This design comes from an exercise in tuning for small area, a short achievable clock period and few clock cycles per item on the open sky130 flow, not from production work.
In this exercise RTL edits were held to simulation tests only and were not proved equivalent to the original.

Design cvdsp_noise, start of the top module:
module cvdsp_noise (
    input  wire        clk,
    input  wire        rst,           
    input  wire        start,
    input  wire [1:0]  op,
    input  wire        clk_flag,      
    input  wire        hold_flag,     
    input  wire [2:0]  scale_sel,     
    input  wire [31:0] now,           
    input  wire [7:0]  pot_a,         
    input  wire [7:0]  pot_b,         
    input  wire [7:0]  pot3,          
    input  wire [15:0] raw_a,         
    input  wire [15:0] raw_b,         
    input  wire [31:0] arg,           
    input  wire [31:0] cfg_tmin,      
    input  wire [31:0] cfg_tmax,      
    input  wire [15:0] cfg_ext_thresh,  
    input  wire [31:0] cfg_pulse_us,  
    output wire        done,
    output wire  [13:0] quant_mv,      
    output wire         pulse,         
    output wire  [1:0]  fired,         
    output wire  [31:0] seed,          
    output wire  [13:0] cur_a,         
    output wire  [13:0] cur_b,         
    output wire  [31:0] last_a,        
    output wire  [31:0] last_b,        
    output wire  [2:0]  scale,         
    output wire         armed,         
    output wire  [31:0] pulse_until    
);
For scale: about 12000 cells after synthesis, ~260 flip-flops, about 420 I/O pins, about 83000 µm² of cells after synthesis.
==> flow/config.mk <==
export PLATFORM = sky130hd
export DESIGN_NAME = cvdsp_noise
export DESIGN_NICKNAME = cvdsp_noise
export VERILOG_FILES = /design/flow/design.v
export SDC_FILE = /design/flow/constraint.sdc
export NUM_CORES = 4
export LEC_CHECK = 0
export ABC_AREA = 1
export CAP_MARGIN = 20
export CORE_MARGIN = 2
export CORE_UTILIZATION = 40
export PLACE_DENSITY = 0.6
export SLEW_MARGIN = 20
==> flow/constraint.sdc <==
create_clock -name core_clock -period 22.0 [get_ports {clk}]
set_input_delay 4.4000 -clock core_clock [delete_from_list [all_inputs] [get_ports {clk}]]
set_output_delay 4.4000 -clock core_clock [all_outputs]
set_load 0.01 [all_outputs]
standard.sh (not shown) runs the stock make flow with config.mk's settings and CLKGATE_MAP_FILE= SYNTH_SCRIPT=/design/flow/synth_recipe.tcl, a recipe that flattens the netlist after the stock synthesis.
==> flow/flow/run.sh <==
#!/bin/bash
# The standard layout, with plain buffers (sky130_fd_sc_hd__buf_2) on the
# ports instead of buffer_ports's default choice, and timing repair asked for
# 8 ns of setup slack at the design's clock period.
# The make output goes to layout.log here; ORFS's per-step logs stay under orfs/logs.
set -euo pipefail
export BUFFER_PORTS_ARGS="-buffer_cell sky130_fd_sc_hd__buf_2"
export SETUP_SLACK_MARGIN=8
bash standard.sh > layout.log 2>&1
Testbench counts at the start, summed over its fixed seeds: cycles 12,000, commands 12,000.
Rerun with:
--- a/flow/design.v
+++ b/flow/design.v
@@ -2206,39 +2206,40 @@
             pg = pick_g({s, os[3:0]});
             if (s == 3'd0)
                 quantize = v;
             else
                 quantize = oct_mv(os[7:4] + {3'd0, pg[10]}) + {4'd0, pg[9:0]};
         end
     endfunction
     reg [31:0] st_sbase;     
-    reg [1:0]  st_sn;
     reg [31:0] st_last_a, st_last_b;    
     reg [2:0]  st_scale;
     reg [13:0] st_cur_a, st_cur_b;
     reg        st_armed;
     reg [31:0] st_until;
     reg        p1_valid;
     reg        p1_tick;
     reg        p1_q;
     reg        p1_fa, p1_fb;
+    reg        p1_draw;
     reg [31:0] p1_now;
     reg [31:0] p1_x;         
     reg        p1_pus_pos;   
     reg [13:0] p1_v1, p1_v2;
     reg [2:0]  p1_scl;       
     wire [31:0] x1 = xorshift(st_sbase);
     wire [31:0] x2 = xorshift(x1);
     wire [31:0] x3 = xorshift(x2);
     wire [31:0] x4 = xorshift(x3);
-    wire [31:0] seed_r = (st_sn == 2'd0) ? st_sbase : (st_sn == 2'd1) ? x1 : x2;
-    wire [31:0] s1 = (st_sn == 2'd0) ? x1 : (st_sn == 2'd1) ? x2 : x3;
-    wire [11:0] r1 = s1[11:0];
-    wire [11:0] r2 = (st_sn == 2'd0) ? x2[11:0] : (st_sn == 2'd1) ? x3[11:0] : x4[11:0];
+    wire        n2 = p1_fa && p1_fb;
+    wire        n1 = !n2 && (p1_fa || p1_fb || p1_draw);
+    wire [31:0] seed_r = n2 ? x2 : n1 ? x1 : st_sbase;
+    wire [11:0] r1 = n2 ? x3[11:0] : n1 ? x2[11:0] : x1[11:0];
+    wire [11:0] r2 = n2 ? x4[11:0] : n1 ? x3[11:0] : x2[11:0];
     wire [31:0] last_ra = p1_fa ? p1_now : st_last_a;
     wire [31:0] last_rb = p1_fb ? p1_now : st_last_b;
     wire [26:0] cb_a = {cube_booth_hi(pot_a), cube_booth_lo(pot_a)};
     wire [26:0] cb_b = {cube_booth_hi(pot_b), cube_booth_lo(pot_b)};
     wire [32:0] m_span = {1'b0, cfg_tmin} - {1'b0, cfg_tmax};
     wire [31:0] el_a = now - last_ra;
     wire [31:0] el_b = now - last_rb;
     wire [12:0] w  = win_lut(pot3);
@@ -2472,34 +2473,34 @@
         p1_pus_pos <= !cfg_pulse_us[31] && (cfg_pulse_us != 32'd0);
         p1_v1      <= in_q ? arg_c : t1[37:24];
         p1_v2      <= t2[37:24];
         p1_scl     <= scale_sel;
         p1_q       <= in_q;
         if (rst) begin
             p1_valid  <= 1'b0;
             p1_tick   <= 1'b0;
+            p1_draw   <= 1'b0;
             p1_fa     <= 1'b0;
             p1_fb     <= 1'b0;
             st_sbase  <= 32'd1;
-            st_sn     <= 2'd0;
             st_last_a <= 32'd0;
             st_last_b <= 32'd0;
             st_scale  <= 3'd0;
             st_cur_a  <= 14'd5000;
             st_cur_b  <= 14'd5000;
             st_armed  <= 1'b0;
             st_until  <= 32'd0;
         end else begin
             p1_valid  <= start;
             p1_tick   <= in_tick;
+            p1_draw   <= start && (op == OP_DRAW);
             p1_fa     <= fire_a;
             p1_fb     <= fire_b;
             st_sbase  <= (start && op == OP_SEED) ? arg : seed_r;
-            st_sn     <= (start && op == OP_DRAW) ? 2'd1 : {1'b0, fire_a} + {1'b0, fire_b};
             if (start && in_tick && hold_flag)
                 st_scale <= ({3'd0, pot3} * 11'd6) >> 8;
             st_last_a <= last_ra;
             st_last_b <= last_rb;
             st_cur_a  <= cur_a;
             st_cur_b  <= cur_b;
             st_armed  <= armed;
             st_until  <= pulse_until;
Area after synthesis is lower by 1.0%. Utilization barely changes. Sequential share of layout area barely changes. Routed wire length is lower by about 6%. Setup slack improves by 0.0099 ns. Final cell count is lower by 1.1%. Die area is lower by 0.99%.
Testbench counts after the change, summed over its fixed seeds: cycles 12,000, commands 12,000.

==> separate check: timing with driven ports <==
In the flow no input, the clock included, has a driving cell. The finished layouts below were timed again as built, in two steps.
Step 1: set_driving_cell puts a clkbuf_16 on clk and a buf_2 on each other input, an assumption about the parent block.
Step 2 times the ports against the registers' clock, not the clock port: input delays grow and output delays shrink by t, the midpoint of the rising clock arrivals with the driver on.
a / b / c = no drivers / after step 1 / after step 2; a / b = the first two.
run | t (ns) | setup slack, ns | clock arrival spread, ns
the first run | 0.716 | 8.167 / 8.218 / 7.502 | 0.033 / 0.033
the second run | 0.642 | 8.177 / 8.229 / 7.587 | 0.040 / 0.040
After both steps every run listed still meets setup and hold. For the first run, which loses most, drivers alone change the setup slack by +0.051 ns; drivers and shift together by -0.665 ns.
